What follows belongs to an exercise in optimizing a design on an open flow for a short achievable clock period and few clock cycles per item; a production flow would make more cautious choices.
At most, simulation tests tie the RTL to the original design; equivalence was not proved.
Power figures rest on the tool's default switching activity, not on a simulated workload.

==> try-indigo: inputs <==
==> flow/design.v (excerpt) <==
module pscc_coder (
    input  wire        clk,
    input  wire        rst,
    input  wire        cmd_valid,
    input  wire [31:0] cmd,
    output wire        cmd_ready,
    output reg         rsp_valid,
    output reg  [31:0] rsp,
    output wire        flt,
    input  wire        xrd_b,
    input  wire [14:0] xrd_w,
    output wire [31:0] xrd_data
);
Settings: LEC_CHECK=0, CAP_MARGIN=20, CORE_MARGIN=2, CORE_UTILIZATION=30, SLEW_MARGIN=20, SYNTH_MEMORY_MAX_BITS=8192; clock period 15.0 ns.
run.sh (not shown) runs the stock make flow with config.mk's settings and CLKGATE_MAP_FILE= SYNTH_SCRIPT=/design/flow/synth_recipe.tcl, a recipe that flattens the netlist after the stock synthesis.
==> try-garnet: changes against try-indigo <==
--- a/flow/design.v
+++ b/flow/design.v
@@ -576,12 +576,12 @@
     input  wire        clk,
     input  wire        rst,
     input  wire        cmd_valid,
     input  wire [31:0] cmd,
     output wire        cmd_ready,
-    output reg         rsp_valid,
-    output reg  [31:0] rsp,
+    output wire        rsp_valid,
+    output wire [31:0] rsp,
     output wire        flt,
     input  wire        xrd_b,
     input  wire [14:0] xrd_w,
     output wire [31:0] xrd_data
 );
@@ -609,12 +609,18 @@
   reg [1:0]   lane_ctr;    
   reg [6:0]   fe_cnt;      
   reg [4:0]   par_pos;
   reg [1:0]   par_lane;
   reg [29:0]  mem [0:2*BUF_WORDS-1];    
-  assign cmd_ready = (state == S_IDLE) && !rst;
-  assign flt       = FAULT;
+  reg         rsp_valid_r;
+  reg  [31:0] rsp_r;
+  wire        fe_go;
+  reg  [31:0] rsp_c;
+  assign cmd_ready = ((state == S_IDLE) || (state == S_EXEC && !fe_go)) && !rst;
+  assign rsp_valid = (state == S_EXEC) ? !fe_go : rsp_valid_r;
+  assign rsp       = (state == S_EXEC) ? rsp_c : rsp_r;
+  assign flt       = FAULT | ((state == S_EXEC) && (illegal || seq_err || cap_err));
   wire [3:0]  op    = cmd_q[31:28];
   wire        f_b   = cmd_q[27];
   wire        f_fl  = cmd_q[26];
   wire [15:0] f_idx = cmd_q[25:10];
   wire [9:0]  f_sym = cmd_q[9:0];
@@ -772,17 +778,34 @@
         wr_sym = sync_sym;
       end
       default: ;
     endcase
   end
+  assign fe_go = (op == OP_FRAME_END) && !FAULT && !illegal && !seq_err && !cap_err;
+  always @(*) begin
+    rsp_c = 32'd0;
+    if (FAULT) begin
+      if (is_status) rsp_c = status_sel;
+    end else if (!(illegal || seq_err || cap_err)) begin
+      case (op)
+        OP_RS_READ:   rsp_c = {24'd0, P[f_lane][8*f_pos +: 8]};
+        OP_ENC_BYTE:  rsp_c = {22'd0, enc_sym};
+        OP_ENC_SYNC:  rsp_c = {22'd0, sync_sym};
+        OP_GET_SYM:   rsp_c = {22'd0, get_sym};
+        OP_FRAME_DATA: rsp_c = {22'd0, enc_sym};
+        OP_RD_STATUS: rsp_c = status_sel;
+        default: ;
+      endcase
+    end
+  end
   integer l;
   always @(posedge clk) begin
     if (rst) begin
       state     <= S_IDLE;
       cmd_q     <= 32'd0;
-      rsp_valid <= 1'b0;
-      rsp       <= 32'd0;
+      rsp_valid_r <= 1'b0;
+      rsp_r       <= 32'd0;
       for (l = 0; l < 3; l = l + 1) P[l] <= 256'd0;
       RD        <= 1'b0;
       CRC       <= 32'hFFFFFFFF;
       BIDX      <= 16'd0;
       SIDX      <= 16'd0;
@@ -794,43 +817,35 @@
       lane_ctr  <= 2'd0;
       fe_cnt    <= 7'd0;
       par_pos   <= 5'd0;
       par_lane  <= 2'd0;
     end else begin
-      rsp_valid <= 1'b0;
+      rsp_valid_r <= 1'b0;
       case (state)
         S_IDLE: begin
           if (cmd_valid) begin
             cmd_q <= cmd;
             state <= S_EXEC;
           end
         end
         S_EXEC: begin
-          rsp_valid <= 1'b1;
-          rsp       <= 32'd0;
-          state     <= S_IDLE;
+          state <= S_IDLE;
+          if (cmd_valid) begin
+            cmd_q <= cmd;
+            state <= S_EXEC;
+          end
           if (FAULT) begin
-            if (is_status) rsp <= status_sel;
           end else if (illegal || seq_err || cap_err) begin
             FAULT <= 1'b1;
             CAUSE <= illegal ? CAUSE_ILLEGAL : (seq_err ? CAUSE_SEQ : CAUSE_CAP);
             FCMD  <= cmd_q;
           end else begin
             case (op)
               OP_RS_CLEAR: for (l = 0; l < 3; l = l + 1) P[l] <= 256'd0;
               OP_RS_UPDATE: P[f_lane] <= upd_out;
-              OP_RS_READ: rsp <= {24'd0, P[f_lane][8*f_pos +: 8]};
-              OP_ENC_BYTE: begin
-                RD  <= enc_rd;
-                rsp <= {22'd0, enc_sym};
-              end
-              OP_ENC_SYNC: begin
-                RD  <= ~RD;
-                rsp <= {22'd0, sync_sym};
-              end
-              OP_PUT_SYM: ;
-              OP_GET_SYM: rsp <= {22'd0, get_sym};
+              OP_ENC_BYTE: RD <= enc_rd;
+              OP_ENC_SYNC: RD <= ~RD;
               OP_FRAME_BEGIN: begin
                 for (l = 0; l < 3; l = l + 1) P[l] <= 256'd0;
                 BIDX     <= 16'd0;
                 lane_ctr <= 2'd0;
                 CRC      <= 32'hFFFFFFFF;
@@ -848,18 +863,16 @@
                 P[lane_ctr] <= upd_out;
                 RD          <= enc_rd;
                 SIDX        <= SIDX + 16'd1;
                 BIDX        <= BIDX + 16'd1;
                 lane_ctr    <= (lane_ctr == 2'd2) ? 2'd0 : lane_ctr + 2'd1;
-                rsp         <= {22'd0, enc_sym};
               end
               OP_FRAME_END: begin
-                rsp_valid <= 1'b0;
                 fe_cnt    <= 7'd0;
                 state     <= S_FE_CRC;
+                cmd_q     <= cmd_q;
               end
-              OP_RD_STATUS: rsp <= status_sel;
               default: ;
             endcase
           end
         end
         S_FE_CRC: begin
@@ -889,22 +902,22 @@
           if (fe_cnt == 7'd95) begin
             if (f_fl) begin
               state <= S_FE_SYNC;
             end else begin
               PHASE     <= 1'b0;
-              rsp_valid <= 1'b1;
-              rsp       <= {16'd0, SIDX + 16'd1};
+              rsp_valid_r <= 1'b1;
+              rsp_r       <= {16'd0, SIDX + 16'd1};
               state     <= S_IDLE;
             end
           end
         end
         S_FE_SYNC: begin
           RD        <= ~RD;
           SIDX      <= SIDX + 16'd1;
           PHASE     <= 1'b0;
-          rsp_valid <= 1'b1;
-          rsp       <= {16'd0, SIDX + 16'd1};
+          rsp_valid_r <= 1'b1;
+          rsp_r       <= {16'd0, SIDX + 16'd1};
           state     <= S_IDLE;
         end
         default: state <= S_IDLE;
       endcase
     end
SETUP_SLACK_MARGIN = 5   (was not set)
==> try-violet: changes against try-indigo <==
--- a/flow/design.v
+++ b/flow/design.v
@@ -576,12 +576,12 @@
     input  wire        clk,
     input  wire        rst,
     input  wire        cmd_valid,
     input  wire [31:0] cmd,
     output wire        cmd_ready,
-    output reg         rsp_valid,
-    output reg  [31:0] rsp,
+    output wire        rsp_valid,
+    output wire [31:0] rsp,
     output wire        flt,
     input  wire        xrd_b,
     input  wire [14:0] xrd_w,
     output wire [31:0] xrd_data
 );
@@ -609,12 +609,18 @@
   reg [1:0]   lane_ctr;    
   reg [6:0]   fe_cnt;      
   reg [4:0]   par_pos;
   reg [1:0]   par_lane;
   reg [29:0]  mem [0:2*BUF_WORDS-1];    
-  assign cmd_ready = (state == S_IDLE) && !rst;
-  assign flt       = FAULT;
+  reg         rsp_valid_r;
+  reg  [31:0] rsp_r;
+  wire        fe_go;
+  reg  [31:0] rsp_c;
+  assign cmd_ready = ((state == S_IDLE) || (state == S_EXEC && !fe_go)) && !rst;
+  assign rsp_valid = (state == S_EXEC) ? !fe_go : rsp_valid_r;
+  assign rsp       = (state == S_EXEC) ? rsp_c : rsp_r;
+  assign flt       = FAULT | ((state == S_EXEC) && (illegal || seq_err || cap_err));
   wire [3:0]  op    = cmd_q[31:28];
   wire        f_b   = cmd_q[27];
   wire        f_fl  = cmd_q[26];
   wire [15:0] f_idx = cmd_q[25:10];
   wire [9:0]  f_sym = cmd_q[9:0];
@@ -772,17 +778,34 @@
         wr_sym = sync_sym;
       end
       default: ;
     endcase
   end
+  assign fe_go = (op == OP_FRAME_END) && !FAULT && !illegal && !seq_err && !cap_err;
+  always @(*) begin
+    rsp_c = 32'd0;
+    if (FAULT) begin
+      if (is_status) rsp_c = status_sel;
+    end else if (!(illegal || seq_err || cap_err)) begin
+      case (op)
+        OP_RS_READ:   rsp_c = {24'd0, P[f_lane][8*f_pos +: 8]};
+        OP_ENC_BYTE:  rsp_c = {22'd0, enc_sym};
+        OP_ENC_SYNC:  rsp_c = {22'd0, sync_sym};
+        OP_GET_SYM:   rsp_c = {22'd0, get_sym};
+        OP_FRAME_DATA: rsp_c = {22'd0, enc_sym};
+        OP_RD_STATUS: rsp_c = status_sel;
+        default: ;
+      endcase
+    end
+  end
   integer l;
   always @(posedge clk) begin
     if (rst) begin
       state     <= S_IDLE;
       cmd_q     <= 32'd0;
-      rsp_valid <= 1'b0;
-      rsp       <= 32'd0;
+      rsp_valid_r <= 1'b0;
+      rsp_r       <= 32'd0;
       for (l = 0; l < 3; l = l + 1) P[l] <= 256'd0;
       RD        <= 1'b0;
       CRC       <= 32'hFFFFFFFF;
       BIDX      <= 16'd0;
       SIDX      <= 16'd0;
@@ -794,43 +817,35 @@
       lane_ctr  <= 2'd0;
       fe_cnt    <= 7'd0;
       par_pos   <= 5'd0;
       par_lane  <= 2'd0;
     end else begin
-      rsp_valid <= 1'b0;
+      rsp_valid_r <= 1'b0;
       case (state)
         S_IDLE: begin
           if (cmd_valid) begin
             cmd_q <= cmd;
             state <= S_EXEC;
           end
         end
         S_EXEC: begin
-          rsp_valid <= 1'b1;
-          rsp       <= 32'd0;
-          state     <= S_IDLE;
+          state <= S_IDLE;
+          if (cmd_valid) begin
+            cmd_q <= cmd;
+            state <= S_EXEC;
+          end
           if (FAULT) begin
-            if (is_status) rsp <= status_sel;
           end else if (illegal || seq_err || cap_err) begin
             FAULT <= 1'b1;
             CAUSE <= illegal ? CAUSE_ILLEGAL : (seq_err ? CAUSE_SEQ : CAUSE_CAP);
             FCMD  <= cmd_q;
           end else begin
             case (op)
               OP_RS_CLEAR: for (l = 0; l < 3; l = l + 1) P[l] <= 256'd0;
               OP_RS_UPDATE: P[f_lane] <= upd_out;
-              OP_RS_READ: rsp <= {24'd0, P[f_lane][8*f_pos +: 8]};
-              OP_ENC_BYTE: begin
-                RD  <= enc_rd;
-                rsp <= {22'd0, enc_sym};
-              end
-              OP_ENC_SYNC: begin
-                RD  <= ~RD;
-                rsp <= {22'd0, sync_sym};
-              end
-              OP_PUT_SYM: ;
-              OP_GET_SYM: rsp <= {22'd0, get_sym};
+              OP_ENC_BYTE: RD <= enc_rd;
+              OP_ENC_SYNC: RD <= ~RD;
               OP_FRAME_BEGIN: begin
                 for (l = 0; l < 3; l = l + 1) P[l] <= 256'd0;
                 BIDX     <= 16'd0;
                 lane_ctr <= 2'd0;
                 CRC      <= 32'hFFFFFFFF;
@@ -848,18 +863,16 @@
                 P[lane_ctr] <= upd_out;
                 RD          <= enc_rd;
                 SIDX        <= SIDX + 16'd1;
                 BIDX        <= BIDX + 16'd1;
                 lane_ctr    <= (lane_ctr == 2'd2) ? 2'd0 : lane_ctr + 2'd1;
-                rsp         <= {22'd0, enc_sym};
               end
               OP_FRAME_END: begin
-                rsp_valid <= 1'b0;
                 fe_cnt    <= 7'd0;
                 state     <= S_FE_CRC;
+                cmd_q     <= cmd_q;
               end
-              OP_RD_STATUS: rsp <= status_sel;
               default: ;
             endcase
           end
         end
         S_FE_CRC: begin
@@ -889,22 +902,22 @@
           if (fe_cnt == 7'd95) begin
             if (f_fl) begin
               state <= S_FE_SYNC;
             end else begin
               PHASE     <= 1'b0;
-              rsp_valid <= 1'b1;
-              rsp       <= {16'd0, SIDX + 16'd1};
+              rsp_valid_r <= 1'b1;
+              rsp_r       <= {16'd0, SIDX + 16'd1};
               state     <= S_IDLE;
             end
           end
         end
         S_FE_SYNC: begin
           RD        <= ~RD;
           SIDX      <= SIDX + 16'd1;
           PHASE     <= 1'b0;
-          rsp_valid <= 1'b1;
-          rsp       <= {16'd0, SIDX + 16'd1};
+          rsp_valid_r <= 1'b1;
+          rsp_r       <= {16'd0, SIDX + 16'd1};
           state     <= S_IDLE;
         end
         default: state <= S_IDLE;
       endcase
     end
==> notes <==
try-garnet ran to the end with violations: antenna violations. try-indigo passed the timing, DRC and antenna checks. try-violet finished but fails on negative setup slack. In die area, try-violet and try-garnet do not differ. Setup slack: try-garnet > try-indigo > try-violet. Clock power is about the same in try-violet and try-garnet. The lowest critical path depth belongs to try-garnet, the highest to try-indigo. Flip-flop and latch count: try-violet is lower than try-indigo (16). Of try-garnet and try-indigo, try-garnet has the higher clock skew (gap 0.0034 ns). In sequential power, try-violet and try-garnet hardly differ. Design area: try-violet is smaller than try-garnet (about 3.4%). Against try-garnet, the register-to-register slack of try-violet is worse by 3.3 ns. Sequential share of layout area, lowest first: try-garnet, try-violet, try-indigo.
Testbench counts of try-garnet, summed over its fixed seeds: cycles 39,533, bytes 6,416.
Testbench counts of try-violet, summed over its fixed seeds: cycles 39,533, bytes 6,416.
For try-indigo, only the layout was checked, not whether the RTL still works.

port drivers added, routing unchanged:
No port has a modelled driver above. Below, the same layouts with a new extraction and two added sets of constraints. Step 1: set_driving_cell puts a clkbuf_16 on clk and a buf_2 on each other input, an assumption about the parent block. Step 2 adds t to the input delays and takes it off the output delays; t is the mean of the earliest and latest rising clock arrival at the registers after step 1. Input paths then give back, and output paths get back, about the clock's delay inside the block. a / b / c = ideal / step 1 / step 2; a / b = the first two.
run	shift t [ns]	setup WS [ns]	worst hold slack (ns)	worst setup path after step 2	worst data-port slew with drivers (ns)
try-indigo	1.160	3.462 / 3.462 / 3.462	0.451 / 0.451 / 0.451	register to register	0.39
try-garnet	1.177	4.272 / 4.140 / 4.792	0.484 / 0.484 / 0.484	input to output	0.23
try-violet	1.167	-0.052 / -0.185 / 0.982	0.466 / 0.466 / 0.466	register to output	0.08
